This is an optimization exercise on Yosys and OpenROAD, whose aim is small area, a short achievable clock period and few clock cycles, not a production implementation.
The RTL was checked by simulation tests, not by an equivalence proof against the original design.

==> run Z: inputs <==
==> flow/design.v (excerpt) <==
module fpu64 (
  input             clk,
  input             rst,         
  input             in_valid,
  output            in_ready,
  input      [1:0]  in_op,       
  input      [63:0] in_a,
  input      [63:0] in_b,
  output reg        out_valid,
  output reg [63:0] out_result
);
clock: 10.0 ns
lec_check: 0
abc_area: 1
cap_margin: 20
core_margin: 2
core_utilization: 30
setup_slack_margin: 4
slew_margin: 20
tns_end_percent: 0
run.sh (not shown) runs the stock make flow with config.mk's settings and CLKGATE_MAP_FILE= SYNTH_SCRIPT=/design/flow/synth_recipe.tcl, a recipe that flattens the netlist after the stock synthesis.
==> inputs of run H, as changes to run Z <==
--- a/flow/design.v
+++ b/flow/design.v
@@ -118,13 +118,13 @@
   wire        first = fst;              
   wire [65:0] Sg = first ? {1'b1, 65'd0} : S;
   wire [65:0] Cg = first ? 66'd0 : C;
   wire        cg = first ? 1'b0 : cin;
   wire        ng = first ? 1'b0 : negp;
   wire [12:0] yb = {Y[14:3], first ? 1'b0 : ylast};    
-  wire [52:0] MM = {1'b1, X[54:3]};     
+  wire [52:0] MM = X[55:3];
   function [55:0] booth_row;     
     input [2:0]  y;              
     input [52:0] m;
     reg          neg, one, two;
     reg   [53:0] mag;
     begin
@@ -160,13 +160,13 @@
   wire [77:0] t5s = t3s ^ t3c ^ t4s;
   wire [77:0] t5c = {((t3s & t3c) | (t3s & t4s) | (t3c & t4s)), 1'b0};
   wire [77:0] t8s = t5s ^ t5c ^ t4c;
   wire [77:0] t8c = {((t5s & t5c) | (t5s & t4c) | (t5c & t4c)), 1'b0};
   wire [12:0] mlow = {1'b0, t8s[11:0]} + {1'b0, t8c[11:0]};
   localparam ND = 4;
-  wire [56:0] D2  = {3'b000, 1'b1, Y[54:3], 1'b0};    
+  wire [56:0] D2  = {3'b000, Y[55:3], 1'b0};
   wire [16:0] D2w = D2[56:40];
   function [1:0] srt_sel;     
     input [3:0] s;
     input [3:0] c;
     reg   [3:0] p, g;
     reg         sgn;
==> inputs of run R, as changes to run Z <==
--- a/flow/design.v
+++ b/flow/design.v
@@ -300,16 +300,32 @@
   endfunction
   wire [63:0] mark  = (~|E1[12:6]) ? (64'h8000000000000000 >> E1[5:0]) : 64'd0;
   wire  [6:0] lzr   = lzc64({csum, 7'd0} | mark);
   wire        czero = ~|csum;
   wire  [5:0] lzl   = lzr[5:0];
   wire prenorm = (mul1 | div1) & ~sp1 & (~X[55] | ~Y[55]);
-  wire e_ok    = ~E1[12] & (E1 != 13'sd0);             
+  reg signed [12:0] E1n;
+  reg               e_ok, e_z, e_lo;      
+  always @* begin
+    E1n = E1;
+    if (take0)
+      E1n = is_add ? e_add : e_md;
+    else if (v1 & ph == P_START & prenorm)
+      E1n = E1 - {12'd0, ~X[55]} + ((div1 & ~Y[55]) ? 13'sd1 : (~Y[55] ? -13'sd1 : 13'sd0));
+    else if (v1 & ph == P_DEN)
+      E1n = e_lo ? 13'sd1 : E1 + 13'sd1;
+  end
+  always @(posedge clk) begin
+    E1   <= E1n;
+    e_ok <= ~E1n[12] & (E1n != 13'sd0);
+    e_z  <= E1n == 13'sd0;
+    e_lo <= E1n < -13'sd60;
+  end
   assign done2 = v1 & ((ph == P_START & (sp1 | add_op)) |
                        (ph == P_F1 & e_ok) |
-                       (ph == P_DEN & (E1 == 13'sd0 | E1 < -13'sd60)));
+                       (ph == P_DEN & (e_z | e_lo)));
   always @(posedge clk) begin
     if (mul1) begin
       S   <= t8s[77:12];
       C   <= t8c[77:12];
       cin <= mlow[12];
       negp  <= yb[12];
@@ -323,23 +339,22 @@
       C   <= {9'd0, wc};
     end
     Qn <= div_init ? {56{1'b1}} : QMnew;
     if (ph == P_F1 | (ph == P_START & (sp1 | add_op)))
       S <= {9'd0, div1 ? vdiv : csum};
     if (ph == P_DEN) begin
-      if (E1 < -13'sd60) S <= {65'd0, |S[56:0]};
+      if (e_lo) S <= {65'd0, |S[56:0]};
       else               S <= {10'd0, S[56:2], S[1] | S[0]};
     end
     lz3 <= (ph == P_DEN) ? 6'd1 : (div1 & ph == P_F1) ? {5'd0, ~vdiv[56]} : lzl;
     z3  <= czero & add_op;
     E3  <= (ph == P_DEN) ? 13'sd1 : E1;
     sp3 <= sp1; spk3 <= spk1; sg3 <= sg1; zs3 <= zs1;
     if (take0) begin
       X    <= {mbig, 3'b000};
       Y    <= (is_add & f_lt) ? {ma, 3'b000} : {al[55:1], al[0] | ast};
-      E1   <= is_add ? e_add : e_md;
       mul1 <= is_mul;
       div1 <= is_div;
       sp1  <= sp;
       spk1 <= spk;
       sg1  <= is_add ? (swap ? sbe : sa) : (sa ^ sb);
       zs1  <= sa & sbe;
@@ -350,13 +365,12 @@
     end else if (v1) begin
       case (ph)
         P_START: begin
           if (prenorm) begin
             if (~X[55]) X <= {X[54:0], 1'b0};
             if (~Y[55]) Y <= {Y[54:0], 1'b0};
-            E1 <= E1 - {12'd0, ~X[55]} + ((div1 & ~Y[55]) ? 13'sd1 : (~Y[55] ? -13'sd1 : 13'sd0));
           end else begin
             fst <= 1'b0;
           end
           if (~prenorm & ~sp1 & ~add_op) begin
             ph  <= P_ITER;
             if (mul1) begin
@@ -378,15 +392,13 @@
             if (cnt == 56 / ND - 1) ph <= P_F1;    
           end
         end
         P_F1: begin
           if (~e_ok) ph <= P_DEN;
         end
-        default: begin  
-          E1 <= (E1 < -13'sd60) ? 13'sd1 : E1 + 13'sd1;
-        end
+        default: ;  
       endcase
     end
     if (rst) begin
       v1 <= 1'b0;
       v3 <= 1'b0;
     end else begin
- CORE_UTILIZATION: 30 -> 45
- PLACE_DENSITY: default -> 0.75
==> notes <==
Run Z finished clean. Run H completed without violations. Run R finished with slew limit left.
In sequential share of layout area, run H and run Z hardly differ.
Cell count: run R < run Z < run H.
Area after synthesis, lowest first: run Z, run H, run R.
Maximum frequency: run Z is lower than run H (about 3%).
Worst hold slack: run R is lower than run H (0.078 ns).
In run Z the non-clock buffer count is higher than in run H, by 24.
==> figures <==
Status: run Z finished clean; run H finished clean; run R failed layout checks
Reasons for failing layout checks: run Z -; run H -; run R slew limit
Critical Path Start: run Z Y[31]; run H Y[3]; run R Y[3]
Share of the synthesized area in the top cell type: run Z 15.5%; run H 15.5%; run R 15.3%
Number of instances in the synthesized netlist: run Z 10400; run H 10600; run R 10700
Number of DRC markers in iteration 0: run Z 12300; run H 12400; run R 13900
Number of instances on the worst hold path: run Z 0; run H 2; run R 0
Routability Congestion: run Z 1.11; run H 1.13; run R 1.12
Die Width: run Z 499 um; run H 501 um; run R 411 um
Share of cell area taken by multi-input logic gates: run Z 63.1%; run H 63.4%; run R 64.2%
Reg area: run Z 0.0138 sq mm; run H 0.0138 sq mm; run R 0.0137 sq mm
Instance area at placement: run Z 0.0789 sq mm; run H 0.0792 sq mm; run R 0.0784 sq mm
Place WS: run Z 2.31 ns; run H 2.22 ns; run R 2.08 ns
Slowest stage cell on the critical path: run Z sky130_fd_sc_hd__o21ai_0; run H sky130_fd_sc_hd__fa_1; run R sky130_fd_sc_hd__o21ai_0
Final core utilization: run Z 34.4%; run H 34.2%; run R 51.1%
Testbench counts of run Z, summed over its fixed seeds: cycles 66,305.
Testbench counts of run H, summed over its fixed seeds: cycles 66,305.
Testbench counts of run R, summed over its fixed seeds: cycles 66,305.


==> try-umber <==
Another version of the RTL of fpu64 (not shown whole).
// fpu64
module fpu64 (
  input             clk,
  input             rst,         
  input             in_valid,
  output            in_ready,
  input      [1:0]  in_op,       
  input      [63:0] in_a,
  input      [63:0] in_b,
  output reg        out_valid,
  output reg [63:0] out_result
);
  reg        v0;
  reg [1:0]  op0;
  reg [63:0] a0, b0;
  reg               v1;
  reg               mul1, div1;    
  reg               sp1;           
  reg         [1:0] spk1;          
  reg               sg1;           
  reg               zs1;           
  reg               sub1;          
  reg        [55:0] X;             
  reg        [55:0] Y;             
  reg signed [12:0] E1;            
  localparam P_START = 3'd0, P_ITER = 3'd1, P_F1 = 3'd2, P_DEN = 3'd4;
  reg  [2:0] ph;
  reg        fst;
  reg  [1:0] qnx;    
  reg  [4:0] cnt;
  reg [61:0] S, C;
  reg [55:0] Qn;          
  reg        cin, stk, negp, ylast;
  reg        [56:0] V3;            
  reg               dini;          
  reg               v3;
  reg               sp3, z3, sg3, zs3;
  reg         [1:0] spk3;
  reg         [5:0] lz3;
  reg signed [12:0] E3;
  wire done2;
  wire take0 = v0 & (~v1 | done2);
  assign in_ready = ~v0 | take0;
  always @(posedge clk) begin
    if (rst) v0 <= 1'b0;
    else if (in_ready) v0 <= in_valid;
    if (in_ready) begin
      op0 <= in_op;
  ...
==> flow/config.mk <==
export PLATFORM = sky130hd
export DESIGN_NAME = fpu64
export DESIGN_NICKNAME = fpu64
export VERILOG_FILES = /design/flow/design.v
export SDC_FILE = /design/flow/constraint.sdc
export NUM_CORES = 4
export LEC_CHECK = 0
export ABC_AREA = 1
export CAP_MARGIN = 20
export CORE_MARGIN = 2
export CORE_UTILIZATION = 30
export SETUP_SLACK_MARGIN = 5
export SLEW_MARGIN = 20
export TNS_END_PERCENT = 0
==> flow/constraint.sdc <==
create_clock -name core_clock -period 10.0 [get_ports {clk}]
set_input_delay 2.0000 -clock core_clock [delete_from_list [all_inputs] [get_ports {clk}]]
set_output_delay 2.0000 -clock core_clock [all_outputs]
set_load 0.01 [all_outputs]
==> inputs of try-juniper, as changes to try-umber <==
--- a/flow/design.v
+++ b/flow/design.v
@@ -24,13 +24,13 @@
   reg signed [12:0] E1;            
   localparam P_START = 3'd0, P_ITER = 3'd1, P_F1 = 3'd2, P_DEN = 3'd4;
   reg  [2:0] ph;
   reg        fst;
   reg  [1:0] qnx;    
   reg  [4:0] cnt;
-  reg [61:0] S, C;
+  reg [65:0] S, C;
   reg [55:0] Qn;          
   reg        cin, stk, negp, ylast;
   reg        [56:0] V3;            
   reg               dini;          
   reg               v3;
   reg               sp3, z3, sg3, zs3;
@@ -115,17 +115,17 @@
       else if (a_inf | b_zero)                    spk = 2'd2;
       else if (a_zero | b_inf)                    spk = 2'd3;
       else                                        sp  = 1'b0;
     end
   end
   wire        first = fst;              
-  wire [61:0] Sg = first ? {1'b1, 61'd0} : S;
-  wire [61:0] Cg = first ? 62'd0 : C;
+  wire [65:0] Sg = first ? {1'b1, 65'd0} : S;
+  wire [65:0] Cg = first ? 66'd0 : C;
   wire        cg = first ? 1'b0 : cin;
   wire        ng = first ? 1'b0 : negp;
-  wire [14:0] yb = {Y[16:3], first ? 1'b0 : ylast};    
+  wire [12:0] yb = {Y[14:3], first ? 1'b0 : ylast};    
   wire [52:0] MM = {1'b1, X[54:3]};     
   function [55:0] booth_row;     
     input [2:0]  y;              
     input [52:0] m;
     reg          neg, one, two;
     reg   [53:0] mag;
@@ -140,37 +140,33 @@
   wire [55:0] br0 = booth_row(yb[2:0], MM);
   wire [55:0] br1 = booth_row(yb[4:2], MM);
   wire [55:0] br2 = booth_row(yb[6:4], MM);
   wire [55:0] br3 = booth_row(yb[8:6], MM);
   wire [55:0] br4 = booth_row(yb[10:8], MM);
   wire [55:0] br5 = booth_row(yb[12:10], MM);
-  wire [55:0] br6 = booth_row(yb[14:12], MM);
-  wire [75:0] R0 = {1'b0, 13'b1010101010101, br0, 1'b0, ng, 3'd0, cg};   
-  wire [75:0] R1 = {12'd0, br1, 1'b0, yb[2], 6'd0};                    
-  wire [75:0] R2 = {10'd0, br2, 1'b0, yb[4], 8'd0};                    
-  wire [75:0] R3 = {8'd0, br3, 1'b0, yb[6], 10'd0};                    
-  wire [75:0] R4 = {6'd0, br4, 1'b0, yb[8], 12'd0};                    
-  wire [75:0] R5 = {4'd0, br5, 1'b0, yb[10], 14'd0};                   
-  wire [75:0] R6 = {2'd0, br6, 1'b0, yb[12], 16'd0};                   
-  wire [75:0] Sgx = {14'd0, Sg};
-  wire [75:0] Cgx = {14'd0, Cg};
-  wire [75:0] t1s = R0 ^ R1 ^ R2;
-  wire [75:0] t1c = {((R0 & R1) | (R0 & R2) | (R1 & R2)), 1'b0};
-  wire [75:0] t2s = R3 ^ R4 ^ R5;
-  wire [75:0] t2c = {((R3 & R4) | (R3 & R5) | (R4 & R5)), 1'b0};
-  wire [75:0] t3s = R6 ^ Sgx ^ Cgx;
-  wire [75:0] t3c = {((R6 & Sgx) | (R6 & Cgx) | (Sgx & Cgx)), 1'b0};
-  wire [75:0] t4s = t1s ^ t1c ^ t2s;
-  wire [75:0] t4c = {((t1s & t1c) | (t1s & t2s) | (t1c & t2s)), 1'b0};
-  wire [75:0] t5s = t2c ^ t3s ^ t3c;
-  wire [75:0] t5c = {((t2c & t3s) | (t2c & t3c) | (t3s & t3c)), 1'b0};
-  wire [75:0] t6s = t4s ^ t4c ^ t5s;
-  wire [75:0] t6c = {((t4s & t4c) | (t4s & t5s) | (t4c & t5s)), 1'b0};
-  wire [75:0] t8s = t6s ^ t6c ^ t5c;
-  wire [75:0] t8c = {((t6s & t6c) | (t6s & t5c) | (t6c & t5c)), 1'b0};
-  wire [14:0] mlow = {1'b0, t8s[13:0]} + {1'b0, t8c[13:0]};
+  wire [77:0] R0 = {1'b0, 11'b10101010101, br0, 1'b0, ng, 7'd0, cg};   
+  wire [77:0] R1 = {10'd0, br1, 1'b0, yb[2], 10'd0};                  
+  wire [77:0] R2 = {8'd0, br2, 1'b0, yb[4], 12'd0};                   
+  wire [77:0] R3 = {6'd0, br3, 1'b0, yb[6], 14'd0};                   
+  wire [77:0] R4 = {4'd0, br4, 1'b0, yb[8], 16'd0};                   
+  wire [77:0] R5 = {2'd0, br5, 1'b0, yb[10], 18'd0};                  
+  wire [77:0] Sgx = {12'd0, Sg};
+  wire [77:0] Cgx = {12'd0, Cg};
+  wire [77:0] t1s = R0 ^ R1 ^ R2;
+  wire [77:0] t1c = {((R0 & R1) | (R0 & R2) | (R1 & R2)), 1'b0};
+  wire [77:0] t2s = R3 ^ R4 ^ R5;
+  wire [77:0] t2c = {((R3 & R4) | (R3 & R5) | (R4 & R5)), 1'b0};
+  wire [77:0] t3s = t1s ^ t1c ^ t2s;
+  wire [77:0] t3c = {((t1s & t1c) | (t1s & t2s) | (t1c & t2s)), 1'b0};
+  wire [77:0] t4s = t2c ^ Sgx ^ Cgx;
+  wire [77:0] t4c = {((t2c & Sgx) | (t2c & Cgx) | (Sgx & Cgx)), 1'b0};
+  wire [77:0] t5s = t3s ^ t3c ^ t4s;
+  wire [77:0] t5c = {((t3s & t3c) | (t3s & t4s) | (t3c & t4s)), 1'b0};
+  wire [77:0] t8s = t5s ^ t5c ^ t4c;
+  wire [77:0] t8c = {((t5s & t5c) | (t5s & t4c) | (t5c & t4c)), 1'b0};
+  wire [12:0] mlow = {1'b0, t8s[11:0]} + {1'b0, t8c[11:0]};
   localparam ND = 4;
   wire [56:0] D2  = {3'b000, 1'b1, Y[54:3], 1'b0};    
   wire [16:0] D2w = D2[56:40];
   function [1:0] srt_sel;     
     input [3:0] s;
     input [3:0] c;
@@ -329,25 +325,25 @@
   end
   assign done2 = v1 & ((ph == P_START & (sp1 | add_op)) |
                        (ph == P_F1 & e_ok) |
                        (ph == P_DEN & (e_z | e_lo)));
   always @(posedge clk) begin
     if (mul1) begin
-      S   <= t8s[75:14];
-      C   <= t8c[75:14];
-      cin <= mlow[14];
-      negp  <= yb[14];
-      ylast <= yb[14];
-      stk <= (first ? 1'b0 : stk) | (|mlow[13:0]);
+      S   <= t8s[77:12];
+      C   <= t8c[77:12];
+      cin <= mlow[12];
+      negp  <= yb[12];
+      ylast <= yb[12];
+      stk <= (first ? 1'b0 : stk) | (|mlow[11:0]);
     end else begin
-      S   <= {5'd0, ws};
-      C   <= {5'd0, wc};
+      S   <= {9'd0, ws};
+      C   <= {9'd0, wc};
     end
     if (div_load) begin
-      S   <= {9'd0, w0};
-      C   <= 62'd0;
+      S   <= {13'd0, w0};
+      C   <= 66'd0;
     end
     Qn <= div_load ? {56{1'b1}} : QMnew;
     V3 <= (div1 & ph == P_F1) ? vdiv : csum;
     if (ph == P_DEN) begin
       if (e_lo) V3 <= {56'd0, |V3};
       else      V3 <= {1'b0, V3[56:2], V3[1] | V3[0]};
@@ -382,21 +378,21 @@
           end else begin
             fst <= 1'b0;
           end
           if (~prenorm & ~sp1 & ~add_op & ~(div1 & dini)) begin
             ph  <= P_ITER;
             cnt <= 5'd1;
-            if (mul1) Y <= {14'd0, Y[55:14]};
+            if (mul1) Y <= {12'd0, Y[55:12]};
             else      X <= Qnew;
           end
         end
         P_ITER: begin
           cnt <= cnt + 5'd1;
           if (mul1) begin
-            Y <= {14'd0, Y[55:14]};
-            if (cnt == 5'd3) ph <= P_F1;
+            Y <= {12'd0, Y[55:12]};
+            if (cnt == 5'd4) ph <= P_F1;
           end else begin
             X <= Qnew;
             if (cnt == 56 / ND - 1) ph <= P_F1;    
           end
         end
         P_F1: begin
==> flow/config.mk (replaced) <==
export PLATFORM = sky130hd
export DESIGN_NAME = fpu64
export DESIGN_NICKNAME = fpu64
export VERILOG_FILES = /design/flow/design.v
export SDC_FILE = /design/flow/constraint.sdc
export NUM_CORES = 4
export LEC_CHECK = 0
export ABC_AREA = 1
export CAP_MARGIN = 10
export CORE_MARGIN = 2
export CORE_UTILIZATION = 30
export SETUP_SLACK_MARGIN = 4
export SLEW_MARGIN = 10
export TNS_END_PERCENT = 0
==> notes.md <==
total die area 252000 sq um; fin crit share around 61%; fraction of area in multi-input gates 62.5%; starting density of the core 30.2%; Worst-path clk slew 0.06 ns; GR Layer Usage met2 between 40 and 50%; CP Launch Point Y[8]; mux cell area share after synthesis 0.474%; status complete, no violations; CTS resizes 158; final wirelength 396000 microns; die extent in x 502 microns
(the above is from try-juniper)
==> notes.md <==
fraction of area in multi-input gates around 63%; GR Layer Usage met2 42.0%; final wirelength 400000 microns; CP Launch Point Y[11]; mux cell area share after synthesis less than 1%; status complete, no violations; fin crit share around three fifths; die extent in x 510 microns; total die area roughly 260000 sq um
(the above is from try-umber)
Testbench counts of try-umber, summed over its fixed seeds: cycles 60,392.
Testbench counts of try-juniper, summed over its fixed seeds: cycles 63,835.

afterwards: timing with drivers on the ports:
The results above use ideal ports. As a check the final layouts listed here were re-extracted and re-timed, cells and wires unchanged.
Step 1 assumes that a clkbuf_16 drives the clock port and a buf_2 every other input.
Step 2 moves the port delays by t, midway between the first and last clock arrival at a register: inputs arrive t later, outputs are due t later. That takes back most of the time a late clock gives input paths.
Slacks: ideal ports / drivers / drivers and shift; pairs: ideal ports / drivers.
| run | t, ns | setup slack, ns | worst slew at a driven data input, ns | cell pins on the clock port's net |
|---|---|---|---|---|
| run Z | 0.852 | 3.690 / 3.690 / 3.690 | 0.08 | 1 |
| run H | 0.859 | 3.880 / 3.832 / 3.880 | 0.11 | 1 |
| run R | 0.834 | 3.543 / 3.543 / 3.543 | 0.12 | 1 |
| try-umber | 0.833 | 4.073 / 4.073 / 4.073 | 0.10 | 1 |
| try-juniper | 0.845 | 3.930 / 3.930 / 3.930 | 0.09 | 1 |
